Context: an optimization exercise on an open-source flow, tuned for small area, a short achievable clock period and few clock cycles. The choices shown serve that exercise and are no tape-out recipe.
The RTL was checked by simulation tests, not by an equivalence proof against the original design.
Power figures rest on the tool's default switching activity, not on a simulated workload.

==> inputs of trial 97 <==
==> flow/design.v (excerpt) <==
module vit_dec (
    input  wire        clk,
    input  wire        rst,           
    output wire        ready,
    input  wire        start,
    input  wire [3:0]  cfg_k,
    input  wire [3:0]  cfg_n,
    input  wire        cfg_order,
    input  wire [31:0] cfg_poly,
    input  wire [7:0]  cfg_ss,
    input  wire [7:0]  cfg_nb,
    output wire        sym_ready,
    input  wire        sym_valid,
    input  wire [3:0]  sym,
    output wire        done,
    output wire [2:0]  err,
    output wire [5:0]  final_state,
    output wire [7:0]  metric,
    output wire [31:0] bits
);
export LEC_CHECK = 0
export CAP_MARGIN = 20
export CORE_MARGIN = 2
export CORE_UTILIZATION = 45
export CTS_CLUSTER_DIAMETER = 100
export CTS_CLUSTER_SIZE = 30
export PLACE_DENSITY = 0.6
export SLEW_MARGIN = 20
export SYNTH_HIERARCHICAL = 1
create_clock -name core_clock -period 14.0 [get_ports {clk}]
standard.sh (not shown) runs the stock make flow with config.mk's settings and CLKGATE_MAP_FILE= SYNTH_SCRIPT=/design/flow/synth_recipe.tcl, a recipe that flattens the netlist after the stock synthesis.
==> flow/flow/run.sh <==
#!/bin/bash
set -euo pipefail
export SETUP_SLACK_MARGIN=9.75
bash standard.sh > standard.log 2>&1
==> trial 19: changes against trial 97 <==
--- a/flow/design.v
+++ b/flow/design.v
@@ -32,23 +32,24 @@
         end
     endfunction
     function [5:0] addpop;
         input [5:0] a;
         input [3:0] v;
-        reg s, c, k;
-        integer i;
+        reg s, c, k0, k1, a23, a234;
         begin
-            s = v[0] ^ v[1] ^ v[2];
-            c = (v[0] & v[1]) | (v[0] & v[2]) | (v[1] & v[2]);
+            s  = v[0] ^ v[1] ^ v[2];
+            c  = (v[0] & v[1]) | (v[0] & v[2]) | (v[1] & v[2]);
             addpop[0] = a[0] ^ s ^ v[3];
-            k = (a[0] & s) | (a[0] & v[3]) | (s & v[3]);
-            addpop[1] = a[1] ^ c ^ k;
-            k = (a[1] & c) | (a[1] & k) | (c & k);
-            for (i = 2; i < 6; i = i + 1) begin
-                addpop[i] = a[i] ^ k;
-                k = a[i] & k;
-            end
+            k0 = (a[0] & s) | (a[0] & v[3]) | (s & v[3]);
+            addpop[1] = a[1] ^ c ^ k0;
+            k1 = (a[1] & c) | (a[1] & k0) | (c & k0);
+            a23  = a[2] & a[3];
+            a234 = a23 & a[4];
+            addpop[2] = a[2] ^ k1;
+            addpop[3] = a[3] ^ (k1 & a[2]);
+            addpop[4] = a[4] ^ (k1 & a23);
+            addpop[5] = a[5] ^ (k1 & a234);
         end
     endfunction
     reg        busy;                 
     reg        bad;                  
     reg [2:0]  err_r;
@@ -75,11 +76,12 @@
     reg [2:0]  err_o;
     reg [5:0]  fs_o;
     reg [7:0]  metric_o;
     reg [31:0] bits_o;
     assign ready       = rdy;
-    assign sym_ready   = symr;
+    wire       symr_nx;
+    vit_dec_ff u_symr (.clk(clk), .d(symr_nx), .q(sym_ready));
     assign done        = done_o;
     assign err         = err_o;
     assign final_state = fs_o;
     assign metric      = metric_o;
     assign bits        = bits_o;
@@ -125,13 +127,15 @@
     wire       err_done  = busy & bad;
     wire       last_sym  = en && (step == nb - 6'd1);         
     wire       route_end = en && (m != 3'd0) && ({1'b0, step} == {1'b0, nb} + {4'd0, m} - 7'd1);
     wire [5:0] taken_nx  = taken + {5'd0, take};
     wire       busy_nx   = ~rst & (start_ok | (busy & ~fin & ~err_done));
+    assign     symr_nx   = ~rst & (start_ok ? (go & ~nb_in0) : (busy & ~bad & (taken_nx != nb)));
+    wire       en_nx     = ~rst & ~start_ok & busy & ~bad & ~fin & (take | zph | last_sym);
     wire        tb0;                 
     wire [5:0]  pm0, pm1;
-    wire [2:0]  ba0, bb0;
+    reg  [2:0]  ba0, bb0;            
     wire [31:0] p0;                  
     wire [30:0] p1_true = pp[1][30:0] ^ {31{pol}};
     wire [31:0] p0_new  = {(tb0 ? p1_true : p0[30:0]), tb0};
     reg  [5:0] fs_a, fs_b, fs_new;
     always @* begin
@@ -147,11 +151,11 @@
                                : metric_r + {5'd0, ba0};
     integer t;
     always @(posedge clk) begin
         pol <= ~pol & ~rst;
         rdy      <= ~busy_nx;
-        symr     <= ~rst & (start_ok ? (go & ~nb_in0) : (busy & ~bad & (taken_nx != nb)));
+        symr     <= symr_nx;
         done_o   <= ~rst & (fin | err_done);
         err_o    <= (fin | err_done) ? err_r : 3'd0;
         fs_o     <= fin ? fs_val : 6'd0;
         metric_o <= fin ? metric_nx : 8'd0;
         for (t = 0; t < 32; t = t + 1)
@@ -206,11 +210,11 @@
                     hi_r[q] <= 4'd0;
                 g0  <= 4'd0;
                 c1h <= 5'b00001;
             end
             fs_r <= fs_val;
-            en   <= ~fin & (take | zph | last_sym);
+            en   <= en_nx;
         end else begin
             en <= 1'b0;
         end
     end
     reg [3:0] ysel;
@@ -220,13 +224,16 @@
             ysel[j] = yen[j] & sym[yidx[j]];
         for (q = 0; q < 8; q = q + 1)
             for (j = 0; j < 4; j = j + 1)
                 lo_nx[q][j] = ^(q[2:0] & polyr[j]) ^ ysel[j];
     end
-    always @(posedge clk)
+    always @(posedge clk) begin
         for (q = 0; q < 8; q = q + 1)
             lo_r[q] <= take ? lo_nx[q] : 4'd0;
+        ba0 <= take ? pop4(lo_nx[0]) : 3'd0;
+        bb0 <= take ? pop4(lo_nx[0] ^ g0) : 3'd0;
+    end
     function pick;
         input [3:0] u;
         input [4:0] y;
         begin
             case (u)
@@ -239,11 +246,20 @@
         end
     endfunction
     wire [5:0]  pm [0:NS-1];
     wire [31:0] pp [0:NS-1];       
     wire [4:0]  yd [0:NS/2-1];
-    wire        pm_hold = busy & ~en;    
+    reg [3:0] lob [0:7];
+    reg [3:0] lom [0:7];
+    reg [3:0] him [0:7];
+    always @* begin
+        for (q = 0; q < 8; q = q + 1) begin
+            lob[q] = lo_r[q] ^ g0;
+            lom[q] = lo_r[q] & g0;
+            him[q] = hi_r[q] & g0;
+        end
+    end
     genvar s;
     generate
         for (s = 0; s < NS / 2; s = s + 1) begin : g_x
             vit_dec_bfly u_bfly (.pma(pm[2 * s]), .pmb(pm[2 * s + 1]), .c(c1h), .y(yd[s]));
         end
@@ -253,12 +269,12 @@
             localparam integer KK = (s >= 32) ? 6 : (s >= 16) ? 5 : (s >= 8) ? 4 :
                                     (s >= 4) ? 3 : (s >= 2) ? 2 : (s >= 1) ? 1 : 0;
             localparam integer L  = 32 - KK;       
             localparam integer PA = (2 * s) % 64;
             wire [3:0] va = hi_r[s / 8] ^ lo_r[s % 8];
-            wire [3:0] vb = va ^ g0;
-            wire [3:0] u  = va & g0;
+            wire [3:0] vb = hi_r[s / 8] ^ lob[s % 8];
+            wire [3:0] u  = him[s / 8] ^ lom[s % 8];
             wire [5:0] pma = pm[PA];
             wire [5:0] pmb = pm[PA + 1];
             reg  [4:0] e;
             always @* begin
                 e = 5'd0;
@@ -269,20 +285,19 @@
                     4'b1111: e[4] = 1'b1;
                     default: e[2] = 1'b1;
                 endcase
             end
             wire sa, sb;
-            vit_dec_sel u_sel (
-                .e(e & {5{en & ~force_}}), .y(yd[PA / 2]),
-                .fa(en & force_ & ~ssh[0]), .fb(en & force_ & ssh[0]), .sa(sa), .sb(sb));
+            wire hold, hold_pm;
+            vit_dec_ctl u_ctl (
+                .clk(clk), .en_nx(en_nx), .busy(busy), .e(e), .y(yd[PA / 2]),
+                .force_(force_), .fbit(ssh[0]), .sa(sa), .sb(sb), .hold(hold), .hold_pm(hold_pm));
             vit_dec_pm u_pm (
-                .clk(clk), .hold(pm_hold), .sa(sa), .sb(sb),
+                .clk(clk), .hold(hold_pm), .sa(sa), .sb(sb),
                 .a(addpop(pma, va)), .b(addpop(pmb, vb)), .q(pm[s]));
             if (s == 0) begin : g_p0
                 assign tb0 = force_ ? ssh[0] : pick(u, yd[PA / 2]);
-                assign ba0 = pop4(va);
-                assign bb0 = pop4(vb);
             end
             if (s == 0) begin : g_pt
                 reg [31:0] ppr;
                 always @(posedge clk)
                     if (en)
@@ -291,11 +306,11 @@
             end else begin : g_pn
                 wire [L-2:0] sa_v = (PA == 0) ? (pp[0][L-2:0] ^ {(L-1){pol}}) : pp[PA][L-2:0];
                 wire [L-2:0] sb_v = pp[PA + 1][L-2:0];
                 wire [L-1:0] q;
                 vit_dec_path #(.L(L)) u_path (
-                    .clk(clk), .hold(~en), .sa(sa), .sb(sb),
+                    .clk(clk), .hold(hold), .sa(sa), .sb(sb),
                     .a({sa_v, pol}), .b({sb_v, ~pol}), .q(q));
                 assign pp[s] = {{(32-L){1'b0}}, q};
             end
         end
     endgenerate
@@ -347,16 +362,34 @@
     assign y[1] = (c[1] & z[3]) | (c[2] & z[5]) | (c[3] & z[6]) | (c[4] & z[7]);
     assign y[2] = (c[2] & z[2]) | (c[3] & z[3]) | (c[4] & z[5]);
     assign y[3] = (c[3] & z[1]) | (c[4] & z[2]);
     assign y[4] = (c[4] & z[0]);
 endmodule
-module vit_dec_sel (
+module vit_dec_ctl (
+    input  wire       clk,
+    input  wire       en_nx,
+    input  wire       busy,
     input  wire [4:0] e,
     input  wire [4:0] y,
-    input  wire       fa,
-    input  wire       fb,
+    input  wire       force_,
+    input  wire       fbit,
     output wire       sa,
-    output wire       sb
+    output wire       sb,
+    output wire       hold,
+    output wire       hold_pm
+);
+    reg el;
+    always @(posedge clk)
+        el <= en_nx;
+    assign sb      = el & ((~force_ & |(e & y)) | (force_ & fbit));
+    assign sa      = el & ((~force_ & |(e & ~y)) | (force_ & ~fbit));
+    assign hold    = ~el;
+    assign hold_pm = busy & ~el;
+endmodule
+module vit_dec_ff (
+    input  wire clk,
+    input  wire d,
+    output reg  q
 );
-    assign sb = |(e & y) | fb;
-    assign sa = |(e & ~y) | fa;
+    always @(posedge clk)
+        q <= d;
 endmodule
==> flow/flow/run.sh (replaced) <==
#!/bin/bash
set -euo pipefail
export SETUP_SLACK_MARGIN=9.9
export BUFFER_PORTS_ARGS="-buffer_cell sky130_fd_sc_hd__buf_4"
bash standard.sh > standard.log 2>&1
--- a/flow/config.mk
+++ b/flow/config.mk
@@ -7,9 +7,9 @@
 export LEC_CHECK = 0
 export CAP_MARGIN = 20
 export CORE_MARGIN = 2
 export CORE_UTILIZATION = 45
 export CTS_CLUSTER_DIAMETER = 100
-export CTS_CLUSTER_SIZE = 30
+export CTS_CLUSTER_SIZE = 25
 export PLACE_DENSITY = 0.6
 export SLEW_MARGIN = 20
 export SYNTH_HIERARCHICAL = 1
==> build 31: changes against trial 97 <==
--- a/flow/design.v
+++ b/flow/design.v
@@ -32,23 +32,24 @@
         end
     endfunction
     function [5:0] addpop;
         input [5:0] a;
         input [3:0] v;
-        reg s, c, k;
-        integer i;
+        reg s, c, k0, k1, a23, a234;
         begin
-            s = v[0] ^ v[1] ^ v[2];
-            c = (v[0] & v[1]) | (v[0] & v[2]) | (v[1] & v[2]);
+            s  = v[0] ^ v[1] ^ v[2];
+            c  = (v[0] & v[1]) | (v[0] & v[2]) | (v[1] & v[2]);
             addpop[0] = a[0] ^ s ^ v[3];
-            k = (a[0] & s) | (a[0] & v[3]) | (s & v[3]);
-            addpop[1] = a[1] ^ c ^ k;
-            k = (a[1] & c) | (a[1] & k) | (c & k);
-            for (i = 2; i < 6; i = i + 1) begin
-                addpop[i] = a[i] ^ k;
-                k = a[i] & k;
-            end
+            k0 = (a[0] & s) | (a[0] & v[3]) | (s & v[3]);
+            addpop[1] = a[1] ^ c ^ k0;
+            k1 = (a[1] & c) | (a[1] & k0) | (c & k0);
+            a23  = a[2] & a[3];
+            a234 = a23 & a[4];
+            addpop[2] = a[2] ^ k1;
+            addpop[3] = a[3] ^ (k1 & a[2]);
+            addpop[4] = a[4] ^ (k1 & a23);
+            addpop[5] = a[5] ^ (k1 & a234);
         end
     endfunction
     reg        busy;                 
     reg        bad;                  
     reg [2:0]  err_r;
@@ -75,11 +76,12 @@
     reg [2:0]  err_o;
     reg [5:0]  fs_o;
     reg [7:0]  metric_o;
     reg [31:0] bits_o;
     assign ready       = rdy;
-    assign sym_ready   = symr;
+    wire       symr_nx;
+    vit_dec_ff u_symr (.clk(clk), .d(symr_nx), .q(sym_ready));
     assign done        = done_o;
     assign err         = err_o;
     assign final_state = fs_o;
     assign metric      = metric_o;
     assign bits        = bits_o;
@@ -125,13 +127,14 @@
     wire       err_done  = busy & bad;
     wire       last_sym  = en && (step == nb - 6'd1);         
     wire       route_end = en && (m != 3'd0) && ({1'b0, step} == {1'b0, nb} + {4'd0, m} - 7'd1);
     wire [5:0] taken_nx  = taken + {5'd0, take};
     wire       busy_nx   = ~rst & (start_ok | (busy & ~fin & ~err_done));
+    assign     symr_nx   = ~rst & (start_ok ? (go & ~nb_in0) : (busy & ~bad & (taken_nx != nb)));
     wire        tb0;                 
     wire [5:0]  pm0, pm1;
-    wire [2:0]  ba0, bb0;
+    reg  [2:0]  ba0, bb0;            
     wire [31:0] p0;                  
     wire [30:0] p1_true = pp[1][30:0] ^ {31{pol}};
     wire [31:0] p0_new  = {(tb0 ? p1_true : p0[30:0]), tb0};
     reg  [5:0] fs_a, fs_b, fs_new;
     always @* begin
@@ -147,11 +150,11 @@
                                : metric_r + {5'd0, ba0};
     integer t;
     always @(posedge clk) begin
         pol <= ~pol & ~rst;
         rdy      <= ~busy_nx;
-        symr     <= ~rst & (start_ok ? (go & ~nb_in0) : (busy & ~bad & (taken_nx != nb)));
+        symr     <= symr_nx;
         done_o   <= ~rst & (fin | err_done);
         err_o    <= (fin | err_done) ? err_r : 3'd0;
         fs_o     <= fin ? fs_val : 6'd0;
         metric_o <= fin ? metric_nx : 8'd0;
         for (t = 0; t < 32; t = t + 1)
@@ -220,13 +223,16 @@
             ysel[j] = yen[j] & sym[yidx[j]];
         for (q = 0; q < 8; q = q + 1)
             for (j = 0; j < 4; j = j + 1)
                 lo_nx[q][j] = ^(q[2:0] & polyr[j]) ^ ysel[j];
     end
-    always @(posedge clk)
+    always @(posedge clk) begin
         for (q = 0; q < 8; q = q + 1)
             lo_r[q] <= take ? lo_nx[q] : 4'd0;
+        ba0 <= take ? pop4(lo_nx[0]) : 3'd0;
+        bb0 <= take ? pop4(lo_nx[0] ^ g0) : 3'd0;
+    end
     function pick;
         input [3:0] u;
         input [4:0] y;
         begin
             case (u)
@@ -240,10 +246,20 @@
     endfunction
     wire [5:0]  pm [0:NS-1];
     wire [31:0] pp [0:NS-1];       
     wire [4:0]  yd [0:NS/2-1];
     wire        pm_hold = busy & ~en;    
+    reg [3:0] lob [0:7];
+    reg [3:0] lom [0:7];
+    reg [3:0] him [0:7];
+    always @* begin
+        for (q = 0; q < 8; q = q + 1) begin
+            lob[q] = lo_r[q] ^ g0;
+            lom[q] = lo_r[q] & g0;
+            him[q] = hi_r[q] & g0;
+        end
+    end
     genvar s;
     generate
         for (s = 0; s < NS / 2; s = s + 1) begin : g_x
             vit_dec_bfly u_bfly (.pma(pm[2 * s]), .pmb(pm[2 * s + 1]), .c(c1h), .y(yd[s]));
         end
@@ -253,12 +269,12 @@
             localparam integer KK = (s >= 32) ? 6 : (s >= 16) ? 5 : (s >= 8) ? 4 :
                                     (s >= 4) ? 3 : (s >= 2) ? 2 : (s >= 1) ? 1 : 0;
             localparam integer L  = 32 - KK;       
             localparam integer PA = (2 * s) % 64;
             wire [3:0] va = hi_r[s / 8] ^ lo_r[s % 8];
-            wire [3:0] vb = va ^ g0;
-            wire [3:0] u  = va & g0;
+            wire [3:0] vb = hi_r[s / 8] ^ lob[s % 8];
+            wire [3:0] u  = him[s / 8] ^ lom[s % 8];
             wire [5:0] pma = pm[PA];
             wire [5:0] pmb = pm[PA + 1];
             reg  [4:0] e;
             always @* begin
                 e = 5'd0;
@@ -277,12 +293,10 @@
             vit_dec_pm u_pm (
                 .clk(clk), .hold(pm_hold), .sa(sa), .sb(sb),
                 .a(addpop(pma, va)), .b(addpop(pmb, vb)), .q(pm[s]));
             if (s == 0) begin : g_p0
                 assign tb0 = force_ ? ssh[0] : pick(u, yd[PA / 2]);
-                assign ba0 = pop4(va);
-                assign bb0 = pop4(vb);
             end
             if (s == 0) begin : g_pt
                 reg [31:0] ppr;
                 always @(posedge clk)
                     if (en)
@@ -358,5 +372,13 @@
     output wire       sb
 );
     assign sb = |(e & y) | fb;
     assign sa = |(e & ~y) | fa;
 endmodule
+module vit_dec_ff (
+    input  wire clk,
+    input  wire d,
+    output reg  q
+);
+    always @(posedge clk)
+        q <= d;
+endmodule
==> flow/flow/run.sh (replaced) <==
#!/bin/bash
set -euo pipefail
export SETUP_SLACK_MARGIN=9.8
export BUFFER_PORTS_ARGS="-buffer_cell sky130_fd_sc_hd__buf_4"
bash standard.sh > standard.log 2>&1
--- a/flow/config.mk
+++ b/flow/config.mk
@@ -7,9 +7,9 @@
 export LEC_CHECK = 0
 export CAP_MARGIN = 20
 export CORE_MARGIN = 2
 export CORE_UTILIZATION = 45
 export CTS_CLUSTER_DIAMETER = 100
-export CTS_CLUSTER_SIZE = 30
+export CTS_CLUSTER_SIZE = 25
 export PLACE_DENSITY = 0.6
 export SLEW_MARGIN = 20
 export SYNTH_HIERARCHICAL = 1
==> notes <==
The lowest final cell count belongs to trial 97, the highest to trial 19. Sequential share of layout area: trial 97 < build 31 < trial 19. Combinational power: trial 19 > trial 97 > build 31. Between build 31 and trial 97, the lower synthesized area is in build 31 (gap 0.48%, measured against trial 97). Of build 31 and trial 97, build 31 has the higher maximum frequency (gap about 0.46%, measured against trial 97). The lowest wire length belongs to trial 97, the highest to trial 19. Between trial 19 and trial 97, the lower critical path depth is in trial 19 (gap 18). Synthesized cell count: trial 19 > build 31 > trial 97. Of trial 19 and build 31, trial 19 has the higher cell area (gap about 2.8%, measured against build 31).
==> figures <==
Run status: build 31 complete, no violations; trial 97 complete, no violations; trial 19 complete, no violations
Routed via count divided by cell count: build 31 7.04; trial 97 6.84; trial 19 6.96
DR WL met2: build 31 220,000 µm; trial 97 210,000 µm; trial 19 243,000 µm
Overall routing resource usage: build 31 0.367; trial 97 0.324; trial 19 0.371
Max VDD drop: build 31 134 µV; trial 97 143 µV; trial 19 156 µV
Row cnt: build 31 196; trial 97 197; trial 19 198
P per Cell Area: build 31 169 nW/µm²; trial 97 174 nW/µm²; trial 19 172 nW/µm²
Flip-flop and latch share of the layout cell area: build 31 0.345; trial 97 0.344; trial 19 0.346
Number of inserted filler cells in the final layout: build 31 26,000; trial 97 26,200; trial 19 26,600
Post-synthesis adder-cell area fraction: build 31 0.116; trial 97 0.161; trial 19 0.114
Postcts setup bufs: build 31 29; trial 97 27; trial 19 15
Seq. cell area: build 31 47,800 µm²; trial 97 47,600 µm²; trial 19 49,200 µm²
Number of sinks on the clock net: build 31 2,313; trial 97 2,306; trial 19 2,377
Logic depth of the worst register-to-register path: build 31 5; trial 97 19; trial 19 11
Non-clock buffering overhead: build 31 0.0279; trial 97 0.0262; trial 19 0.0298
Non-clock inverter count: build 31 1,591; trial 97 2,078; trial 19 1,888
Area of the multi-input gates: build 31 72,600 µm²; trial 97 71,200 µm²; trial 19 73,400 µm²
Die Span Y: build 31 540 µm; trial 97 542 µm; trial 19 544 µm
Number of diodes added for antenna fixing: build 31 8; trial 97 10; trial 19 6
Mean Syn Cell Area: build 31 10.3 µm²; trial 97 10.4 µm²; trial 19 10.2 µm²
Testbench counts of trial 97, summed over its fixed seeds: cycles 18,947.
Testbench counts of trial 19, summed over its fixed seeds: cycles 18,947.
Testbench counts of build 31, summed over its fixed seeds: cycles 18,947.

-- separate check: timing with driven ports --
No port has a modelled driver above. Below, the same layouts with a new extraction and two added sets of constraints. Step 1 sets driving cells, clkbuf_16 on the clock port and buf_2 on the other inputs (assumed; they add their load-dependent delay and slew). Step 2 moves the port delays by t, midway between the first and last clock arrival at a register: inputs arrive t later, outputs are due t later. That takes back most of the time a late clock gives input paths. Slacks: no drivers / after step 1 / after step 2; pairs: no drivers / after step 1.
run | t (ns) | slack for setup (ns) | clock arrival spread, ns | cell pins on the clock port's net
trial 97 | 0.942 | 9.732 / 9.634 / 8.908 | 0.103 / 0.104 | 1
trial 19 | 0.982 | 9.772 / 9.664 / 9.004 | 0.082 / 0.081 | 1
build 31 | 0.910 | 9.751 / 9.659 / 8.952 | 0.105 / 0.106 | 1
After both steps setup and hold are still met in every run listed. The setup slack of trial 97, which loses most, moves by -0.098 ns with the drivers and by -0.824 ns with both steps.
